From an optimization exercise on the open Yosys and OpenROAD flow, aimed at small area, a short achievable clock period and few clock cycles per item; shortcuts taken in it are not production practice. At most, simulation tests tie the RTL to the original design; equivalence was not proved. No driver is modelled on the clock port, so clocking that relies on it looks cheaper here than on a real chip. Power figures rest on the tool's default switching activity, not on a simulated workload.

==> module ebus_telegram_fsm, before the edit <==
module ebus_telegram_fsm (
    input  wire         clk,
    input  wire         rst,
    input  wire         in_valid,      
    input  wire [7:0]   in_byte,
    input  wire         in_syn,        
    input  wire         in_zero,       
    input  wire         in_nack,       
    input  wire         in_gt16,       
    output reg          emit,
    output reg  [7:0]   req_src,
    output reg  [7:0]   req_dest,
    output reg  [7:0]   req_cmd_hi,
    output reg  [7:0]   req_cmd_lo,
    output reg  [4:0]   req_len,
    output wire [127:0] req_payload,
    output reg  [7:0]   req_crc,       
    output reg          has_rsp,       
    output reg  [4:0]   rsp_len,
    output wire [127:0] rsp_payload,
    output reg  [7:0]   rsp_crc,       
    output reg          evt_valid,
    output reg  [1:0]   evt_code,      
    output reg          evt_rsp,
    output reg  [7:0]   evt_a,
    output reg  [7:0]   evt_b
);
  localparam [7:0] BROADCAST = 8'hFE;
  reg s_syn, s_src, s_dest, s_cmdh, s_cmdl, s_len, s_dreq, s_drsp, s_crc, s_ack, s_rsp;
  wire s_data = s_dreq | s_drsp;
  reg [7:0] r_pl [0:15];
  reg [7:0] p_pl [0:15];
  reg [3:0] idx;           
  reg       last;          
  reg       bcast;
  genvar gi;
  generate
    for (gi = 0; gi < 16; gi = gi + 1) begin : g_pl
      assign req_payload[8*gi +: 8] = r_pl[gi];
      assign rsp_payload[8*gi +: 8] = p_pl[gi];
    end
  endgenerate
  wire [7:0] crc_act = has_rsp ? rsp_crc : req_crc;
  wire [7:0] req_tab, rsp_tab;
  ebus_crc8_table u_req_table (.index(req_crc), .entry(req_tab));
  ebus_crc8_table u_rsp_table (.index(rsp_crc), .entry(rsp_tab));
  wire [7:0] req_next = req_tab ^ in_byte;
  wire [7:0] rsp_next = rsp_tab ^ in_byte;
  wire       crc_eq   = has_rsp ? (in_byte == rsp_crc) : (in_byte == req_crc);
  wire [4:0] act_len  = s_drsp ? rsp_len : req_len;
  wire [4:0] idx_inc  = {1'b0, idx} + 5'd1;
  wire [4:0] idx_inc2 = {1'b0, idx} + 5'd2;
  wire       len_one  = (in_byte[4:0] == 5'd1);
  always @(posedge clk) begin
    evt_b       <= in_byte;
    evt_a       <= s_crc ? crc_act : in_byte;
    evt_rsp     <= s_rsp | has_rsp;
    evt_code[1] <= s_crc | s_ack;
    evt_code[0] <= ~s_crc;
  end
  integer i;
  always @(posedge clk) begin
    for (i = 0; i < 16; i = i + 1) begin
      if (s_dreq && idx == i[3:0]) r_pl[i] <= in_byte;
      if (s_drsp && idx == i[3:0]) p_pl[i] <= in_byte;
    end
  end
  always @(posedge clk) begin
    if (in_valid) begin
      if (s_src && !in_syn) begin
        req_src <= in_byte;
        req_crc <= in_byte;
        has_rsp <= 1'b0;
      end
      if (s_dest) begin
        req_dest <= in_byte;
        req_crc  <= req_next;
        bcast    <= (in_byte == BROADCAST);
      end
      if (s_cmdh) begin
        req_cmd_hi <= in_byte;
        req_crc    <= req_next;
      end
      if (s_cmdl) begin
        req_cmd_lo <= in_byte;
        req_crc    <= req_next;
      end
      if (s_len && !in_gt16) begin
        req_len   <= in_byte[4:0];
        req_crc   <= req_next;
        idx       <= 4'd0;
        last      <= len_one;
      end
      if (s_dreq) req_crc <= req_next;
      if (s_drsp) rsp_crc <= rsp_next;
      if (s_data) begin
        idx  <= idx_inc[3:0];
        last <= (idx_inc2 == act_len);
      end
      if (s_rsp && !in_syn && !in_gt16) begin
        rsp_len   <= in_byte[4:0];
        rsp_crc   <= in_byte;
        has_rsp   <= 1'b1;
        idx       <= 4'd0;
        last      <= len_one;
      end
    end
  end
  always @(posedge clk) begin
    if (rst) begin
      s_syn     <= 1'b1;
      s_src     <= 1'b0;
      s_dest    <= 1'b0;
      s_cmdh    <= 1'b0;
      s_cmdl    <= 1'b0;
      s_len     <= 1'b0;
      s_dreq    <= 1'b0;
      s_drsp    <= 1'b0;
      s_crc     <= 1'b0;
      s_ack     <= 1'b0;
      s_rsp     <= 1'b0;
      emit      <= 1'b0;
      evt_valid <= 1'b0;
    end else begin
      emit      <= in_valid & ((s_ack & in_zero & has_rsp) |
                               (s_ack & in_syn & bcast) |
                               (s_rsp & in_syn));
      evt_valid <= in_valid & ((s_len & in_gt16) |
                               (s_crc & ~crc_eq) |
                               (s_ack & ~in_zero & ~in_nack & ~in_syn) |
                               (s_rsp & ~in_syn & in_gt16));
      if (in_valid) begin
        s_syn  <= (s_syn & ~in_syn) |
                  (s_len & in_gt16) |
                  (s_crc & ~crc_eq) |
                  (s_ack & ~in_syn & ~(in_zero & ~has_rsp)) |
                  (s_rsp & (in_syn | in_gt16));
        s_src  <= ((s_syn | s_src | s_ack) & in_syn);
        s_dest <= s_src & ~in_syn;
        s_cmdh <= s_dest;
        s_cmdl <= s_cmdh;
        s_len  <= s_cmdl;
        s_dreq <= (s_len & ~in_gt16 & ~in_zero) |
                  (s_dreq & ~last);
        s_drsp <= (s_rsp & ~in_syn & ~in_gt16 & ~in_zero) |
                  (s_drsp & ~last);
        s_crc  <= ((s_len | s_rsp) & in_zero) |
                  (s_data & last);
        s_ack  <= s_crc & crc_eq;
        s_rsp  <= s_ack & in_zero & ~has_rsp;
      end
    end
  end
endmodule
export LEC_CHECK = 0
export CAP_MARGIN = 20
export CORE_MARGIN = 2
export CORE_UTILIZATION = 40
export CTS_CLUSTER_DIAMETER = 80
export CTS_CLUSTER_SIZE = 30
export PLACE_DENSITY = 0.45
export SETUP_SLACK_MARGIN = 2.9
export SLEW_MARGIN = 20
create_clock -name core_clock -period 5.0 [get_ports {clk}]
standard.sh (not shown) runs the stock make flow with config.mk's settings and CLKGATE_MAP_FILE= SYNTH_SCRIPT=/design/flow/synth_recipe.tcl, a recipe that flattens the netlist after the stock synthesis.
==> flow/flow/run.sh <==
#!/bin/bash
# Standard ORFS layout (the standard.sh, standard synthesis unchanged),
# except that:
#  - the port buffers are buf_1 instead of the cell buffer_ports picks;
#  - after CTS the clock tree's root buffer is removed, so the clock port
#    drives the tree's first-level buffers (2 to 4 of them) directly;
#  - after global placement each output port's buffer, and the register
#    driving it, are moved next to the port's pin (detailed placement
#    legalizes them); a register that also drives other loads gets a
#    buffer next to it in front of those loads.
#  - pins are kept at least 1.8 um apart, which spreads them along the
#    die edges and leaves room for the registers moved next to them.
set -euo pipefail
export BUFFER_PORTS_ARGS="-buffer_cell sky130_fd_sc_hd__buf_1"
export PRE_CTS_TCL="$PWD/flow/prects.tcl"
export POST_GLOBAL_PLACE_TCL="$PWD/flow/pullff.tcl"
export PLACE_PINS_ARGS="-min_distance 1.8"
bash standard.sh finish > standard_flow.log 2>&1
Other scripts of this flow, unchanged in this note and not shown: flow/flow/prects.tcl, flow/flow/pullff.tcl, flow/flow/rmroot.tcl
Testbench counts at the start, summed over its fixed seeds: cycles 13,828, bytes 13,812.
Rerun with:
--- a/flow/design.v
+++ b/flow/design.v
@@ -88,11 +88,12 @@
   localparam [7:0] BROADCAST = 8'hFE;
   reg s_syn, s_src, s_dest, s_cmdh, s_cmdl, s_len, s_dreq, s_drsp, s_crc, s_ack, s_rsp;
   wire s_data = s_dreq | s_drsp;
   reg [7:0] r_pl [0:15];
   reg [7:0] p_pl [0:15];
-  reg [3:0] idx;           
+  reg [3:0] lo, hreq, hrsp;
+  reg [4:0] rem;           
   reg       last;          
   reg       bcast;
   genvar gi;
   generate
     for (gi = 0; gi < 16; gi = gi + 1) begin : g_pl
@@ -105,13 +106,10 @@
   ebus_crc8_table u_req_table (.index(req_crc), .entry(req_tab));
   ebus_crc8_table u_rsp_table (.index(rsp_crc), .entry(rsp_tab));
   wire [7:0] req_next = req_tab ^ in_byte;
   wire [7:0] rsp_next = rsp_tab ^ in_byte;
   wire       crc_eq   = has_rsp ? (in_byte == rsp_crc) : (in_byte == req_crc);
-  wire [4:0] act_len  = s_drsp ? rsp_len : req_len;
-  wire [4:0] idx_inc  = {1'b0, idx} + 5'd1;
-  wire [4:0] idx_inc2 = {1'b0, idx} + 5'd2;
   wire       len_one  = (in_byte[4:0] == 5'd1);
   always @(posedge clk) begin
     evt_b       <= in_byte;
     evt_a       <= s_crc ? crc_act : in_byte;
     evt_rsp     <= s_rsp | has_rsp;
@@ -119,12 +117,38 @@
     evt_code[0] <= ~s_crc;
   end
   integer i;
   always @(posedge clk) begin
     for (i = 0; i < 16; i = i + 1) begin
-      if (s_dreq && idx == i[3:0]) r_pl[i] <= in_byte;
-      if (s_drsp && idx == i[3:0]) p_pl[i] <= in_byte;
+      if (hreq[i / 4] && lo[i % 4]) r_pl[i] <= in_byte;
+      if (hrsp[i / 4] && lo[i % 4]) p_pl[i] <= in_byte;
+    end
+  end
+  always @(posedge clk) begin
+    if (rst) begin
+      hreq <= 4'd0;
+      hrsp <= 4'd0;
+    end else if (in_valid) begin
+      if (s_len && !in_gt16) begin
+        hreq <= {3'd0, ~in_zero};
+        lo   <= 4'b0001;
+        rem  <= in_byte[4:0];
+        last <= len_one;
+      end
+      if (s_rsp && !in_syn && !in_gt16) begin
+        hrsp <= {3'd0, ~in_zero};
+        lo   <= 4'b0001;
+        rem  <= in_byte[4:0];
+        last <= len_one;
+      end
+      if (s_data) begin
+        lo   <= {lo[2:0], lo[3]};
+        rem  <= rem - 5'd1;
+        last <= (rem == 5'd2);
+      end
+      if (s_dreq) hreq <= last ? 4'd0 : (lo[3] ? {hreq[2:0], 1'b0} : hreq);
+      if (s_drsp) hrsp <= last ? 4'd0 : (lo[3] ? {hrsp[2:0], 1'b0} : hrsp);
     end
   end
   always @(posedge clk) begin
     if (in_valid) begin
       if (s_src && !in_syn) begin
@@ -146,25 +170,17 @@
         req_crc    <= req_next;
       end
       if (s_len && !in_gt16) begin
         req_len   <= in_byte[4:0];
         req_crc   <= req_next;
-        idx       <= 4'd0;
-        last      <= len_one;
       end
       if (s_dreq) req_crc <= req_next;
       if (s_drsp) rsp_crc <= rsp_next;
-      if (s_data) begin
-        idx  <= idx_inc[3:0];
-        last <= (idx_inc2 == act_len);
-      end
       if (s_rsp && !in_syn && !in_gt16) begin
         rsp_len   <= in_byte[4:0];
         rsp_crc   <= in_byte;
         has_rsp   <= 1'b1;
-        idx       <= 4'd0;
-        last      <= len_one;
       end
     end
   end
   always @(posedge clk) begin
     if (rst) begin
Outcome: The new run passed the timing, design-rule and antenna checks. Worst setup slack improves by 0.11 ns. Total power rises by about 2.8%. Wire length shrinks by about 2.6%. Synthesized cell count came out higher by 4.7%. Fmax goes up by 5.2%. Combinational power stays flat. Register-to-register slack improved by 0.20 ns. Global-route usage is lower by 1.1 points. Utilization went down by 1.6 points. Synthesized area went up by 3.4%. Cell count climbs by 4.3%. Final area is higher by 1.5%.
Function not checked in the second run of this note: the RTL went through the layout flow alone.


== the previous run ==
Starting RTL as in the previous note.
==> module ebus_deframer, before the edit <==
module ebus_deframer (
    input  wire       clk,
    input  wire       rst,
    input  wire       raw_valid,     
    input  wire [7:0] raw_byte,
    output reg        log_valid,     
    output reg  [7:0] log_byte,
    output reg        log_syn,       
    output reg        log_zero,      
    output reg        log_nack,      
    output reg        log_gt16,      
    output reg        evt_valid,     
    output reg        evt_frm,       
    output reg  [5:0] evt_a_lo,      
    output reg  [7:0] evt_b
);
  reg       pend_valid;
  reg [5:0] pend;
  wire       b7   = raw_byte[7];
  wire       b6   = raw_byte[6];
  wire       cmd1 = (pend[5:2] == 4'd1);
  wire [7:0] x;
  assign x[5:0] = raw_byte[5:0];
  assign x[7:6] = (pend_valid & b7) ? {pend[1] ^ (pend[0] & b6), pend[0] ^ b6}
                                    : raw_byte[7:6];
  always @(posedge clk) begin
    if (rst) begin
      pend_valid <= 1'b0;
      log_valid  <= 1'b0;
      evt_valid  <= 1'b0;
      evt_b      <= 8'h00;
    end else begin
      if (raw_valid) pend_valid <= ~pend_valid & b7 & b6;
      log_valid <= raw_valid & (pend_valid ? (~b7 | cmd1) : ~(b7 & b6));
      evt_valid <= raw_valid & pend_valid & (~b7 | ~cmd1);
      evt_b     <= x;
    end
  end
  always @(posedge clk) begin
    if (!pend_valid) pend <= raw_byte[5:0];
    log_byte <= x;
    log_syn  <= (x == 8'hAA);
    log_zero <= (x == 8'h00);
    log_nack <= (x == 8'hFF);
    log_gt16 <= (x > 8'h10);
    evt_frm  <= ~b7;
    evt_a_lo <= b7 ? {2'b00, pend[5:2]} : pend;
  end
endmodule
==> module ebus_decoder, before the edit <==
module ebus_decoder (
    input  wire         clk,
    input  wire         rst,
    input  wire         in_valid,
    input  wire [7:0]   in_data,
    output wire         in_ready,
    output wire         tel_valid,
    output wire [7:0]   tel_src,
    output wire [7:0]   tel_dest,
    output wire [7:0]   tel_cmd_hi,
    output wire [7:0]   tel_cmd_lo,
    output wire [4:0]   tel_len,
    output wire [127:0] tel_payload,
    output wire [7:0]   tel_crc,
    output wire         tel_has_rsp,
    output wire [4:0]   tel_rsp_len,
    output wire [127:0] tel_rsp_payload,
    output wire [7:0]   tel_rsp_crc,
    output wire         dfr_evt_valid,
    output wire [3:0]   dfr_evt_code,
    output wire [7:0]   dfr_evt_a,
    output wire [7:0]   dfr_evt_b,
    output wire         fsm_evt_valid,
    output wire [3:0]   fsm_evt_code,
    output wire         fsm_evt_rsp,
    output wire [7:0]   fsm_evt_a,
    output wire [7:0]   fsm_evt_b
);
  assign in_ready = 1'b1;
  wire       log_valid;
  wire [7:0] log_byte;
  wire       log_syn, log_zero, log_nack, log_gt16;
  wire       dfr_frm;
  wire [5:0] dfr_a_lo;
  ebus_deframer u_deframer (
      .clk      (clk),
      .rst      (rst),
      .raw_valid(in_valid),
      .raw_byte (in_data),
      .log_valid(log_valid),
      .log_byte (log_byte),
      .log_syn  (log_syn),
      .log_zero (log_zero),
      .log_nack (log_nack),
      .log_gt16 (log_gt16),
      .evt_valid(dfr_evt_valid),
      .evt_frm  (dfr_frm),
      .evt_a_lo (dfr_a_lo),
      .evt_b    (dfr_evt_b)
  );
  assign dfr_evt_code = {2'b00, ~dfr_frm, dfr_frm};
  assign dfr_evt_a    = {dfr_frm, dfr_frm, dfr_a_lo};
  wire [1:0] evt_code;
  ebus_telegram_fsm u_fsm (
      .clk        (clk),
      .rst        (rst),
      .in_valid   (log_valid),
      .in_byte    (log_byte),
      .in_syn     (log_syn),
      .in_zero    (log_zero),
      .in_nack    (log_nack),
      .in_gt16    (log_gt16),
      .emit       (tel_valid),
      .req_src    (tel_src),
      .req_dest   (tel_dest),
      .req_cmd_hi (tel_cmd_hi),
      .req_cmd_lo (tel_cmd_lo),
      .req_len    (tel_len),
      .req_payload(tel_payload),
      .req_crc    (tel_crc),
      .has_rsp    (tel_has_rsp),
      .rsp_len    (tel_rsp_len),
      .rsp_payload(tel_rsp_payload),
      .rsp_crc    (tel_rsp_crc),
      .evt_valid  (fsm_evt_valid),
      .evt_code   (evt_code),
      .evt_rsp    (fsm_evt_rsp),
      .evt_a      (fsm_evt_a),
      .evt_b      (fsm_evt_b)
  );
  assign fsm_evt_code = {1'b0, evt_code[1], ~evt_code[1], evt_code[0]};
endmodule
export LEC_CHECK = 0
export CAP_MARGIN = 20
export CORE_MARGIN = 2
export CORE_UTILIZATION = 40
export CTS_CLUSTER_DIAMETER = 80
export CTS_CLUSTER_SIZE = 30
export PLACE_DENSITY = 0.45
export SETUP_SLACK_MARGIN = 2.9
export SLEW_MARGIN = 20
create_clock -name core_clock -period 5.0 [get_ports {clk}]
==> flow/flow/run.sh <==
#!/bin/bash
# Standard ORFS layout (the standard.sh, standard synthesis unchanged),
# except that:
#  - the port buffers are buf_1 instead of the cell buffer_ports picks;
#  - after CTS the clock tree's root buffer is removed, so the clock port
#    drives the tree's first-level buffers (2 to 4 of them) directly;
#  - after global placement each output port's buffer, and the register
#    driving it, are moved next to the port's pin (detailed placement
#    legalizes them); a register that also drives other loads gets a
#    buffer next to it in front of those loads.
set -euo pipefail
export BUFFER_PORTS_ARGS="-buffer_cell sky130_fd_sc_hd__buf_1"
export PRE_CTS_TCL="$PWD/flow/prects.tcl"
export POST_GLOBAL_PLACE_TCL="$PWD/flow/pullff.tcl"
bash standard.sh finish > standard_flow.log 2>&1
Other scripts of this flow, unchanged in this note and not shown: flow/flow/prects.tcl, flow/flow/pullff.tcl, flow/flow/rmroot.tcl
The previous run closes out successfully: all stages finished, all timing, DRC and antenna checks passed.
Testbench counts of the previous run, summed over its fixed seeds: cycles 13,828, bytes 13,812.
Setup changes, the previous run to the current run
--- a/flow/design.v
+++ b/flow/design.v
@@ -20,12 +20,11 @@
     output reg        log_zero,      
     output reg        log_nack,      
     output reg        log_gt16,      
     output reg        evt_valid,     
     output reg        evt_frm,       
-    output reg  [5:0] evt_a_lo,      
-    output reg  [7:0] evt_b
+    output reg  [5:0] evt_a_lo       
 );
   reg       pend_valid;
   reg [5:0] pend;
   wire       b7   = raw_byte[7];
   wire       b6   = raw_byte[6];
@@ -37,16 +36,14 @@
   always @(posedge clk) begin
     if (rst) begin
       pend_valid <= 1'b0;
       log_valid  <= 1'b0;
       evt_valid  <= 1'b0;
-      evt_b      <= 8'h00;
     end else begin
       if (raw_valid) pend_valid <= ~pend_valid & b7 & b6;
       log_valid <= raw_valid & (pend_valid ? (~b7 | cmd1) : ~(b7 & b6));
       evt_valid <= raw_valid & pend_valid & (~b7 | ~cmd1);
-      evt_b     <= x;
     end
   end
   always @(posedge clk) begin
     if (!pend_valid) pend <= raw_byte[5:0];
     log_byte <= x;
@@ -257,14 +254,14 @@
       .log_zero (log_zero),
       .log_nack (log_nack),
       .log_gt16 (log_gt16),
       .evt_valid(dfr_evt_valid),
       .evt_frm  (dfr_frm),
-      .evt_a_lo (dfr_a_lo),
-      .evt_b    (dfr_evt_b)
+      .evt_a_lo (dfr_a_lo)
   );
   assign dfr_evt_code = {2'b00, ~dfr_frm, dfr_frm};
+  assign dfr_evt_b    = log_byte;
   assign dfr_evt_a    = {dfr_frm, dfr_frm, dfr_a_lo};
   wire [1:0] evt_code;
   ebus_telegram_fsm u_fsm (
       .clk        (clk),
       .rst        (rst),
--- outcome ---
Die outline area delta (the current run − the previous run): favourable. Measured against the previous run, the wire length of the first global-routing pass of the current run comes out at 1.08 times the reference value. For the total clock sinks, the current run came in 2.1% lower than the previous run did. From the previous run to the current run the numbers moved as follows: via count went up 202, setup slack decreased 160 ps, largest net degree at the start of global routing has decreased, synthesized instance count decreased by 2.6% relative to the old numbers. | fraction of area in registers | lower: the current run |. A classification of the worst setup path of reg -> reg is what the previous run shows, while reg -> out belongs to the current run. The final-layout worst hold slack of the current run and that of the previous run are within noise of each other. Cmp the previous run and the current run / part of the cycle the worst path needs / higher: the current run. Cell area after layout came out higher on the current run than on the previous run. Sort the previous run and the current run by cell count desc -> top: the current run. The cell area after synthesis of the current run falls short of that of the previous run by about 1.7%.
Function not checked in the current run: the RTL went through the layout flow alone.

port drivers added, routing unchanged:
How much do the figures lean on ideal ports? The routed layouts below were timed once more, with nothing changed but the port constraints. Step 1: set_driving_cell puts a clkbuf_16 on clk and a buf_2 on each other input, an assumption about the parent block. Step 2 adds t to the input delays and takes it off the output delays; t is the mean of the earliest and latest rising clock arrival at the registers after step 1. Input paths then give back, and output paths get back, about the clock's delay inside the block. Slacks: ideal ports / drivers / drivers and shift; pairs: ideal ports / drivers.
run	t (ns)	setup slack, ns	hold slack, ns	latest minus earliest clock arrival (ns)	worst register clock-pin slew, ns
the first run of note 1	0.458	2.863 / 2.796 / 2.651	0.467 / 0.467 / 0.467	0.035 / 0.035	0.11 / 0.11
the second run of note 1	0.444	2.969 / 2.912 / 2.685	0.464 / 0.464 / 0.464	0.026 / 0.026	0.11 / 0.11
the previous run	0.440	2.986 / 2.926 / 2.635	0.467 / 0.467 / 0.467	0.021 / 0.021	0.10 / 0.10
the current run	0.443	2.828 / 2.767 / 2.693	0.465 / 0.465 / 0.465	0.015 / 0.015	0.11 / 0.11
After both steps setup and hold are still met in every run listed. The setup slack of the previous run, which loses most, moves by -0.060 ns with the drivers and by -0.351 ns with both steps.
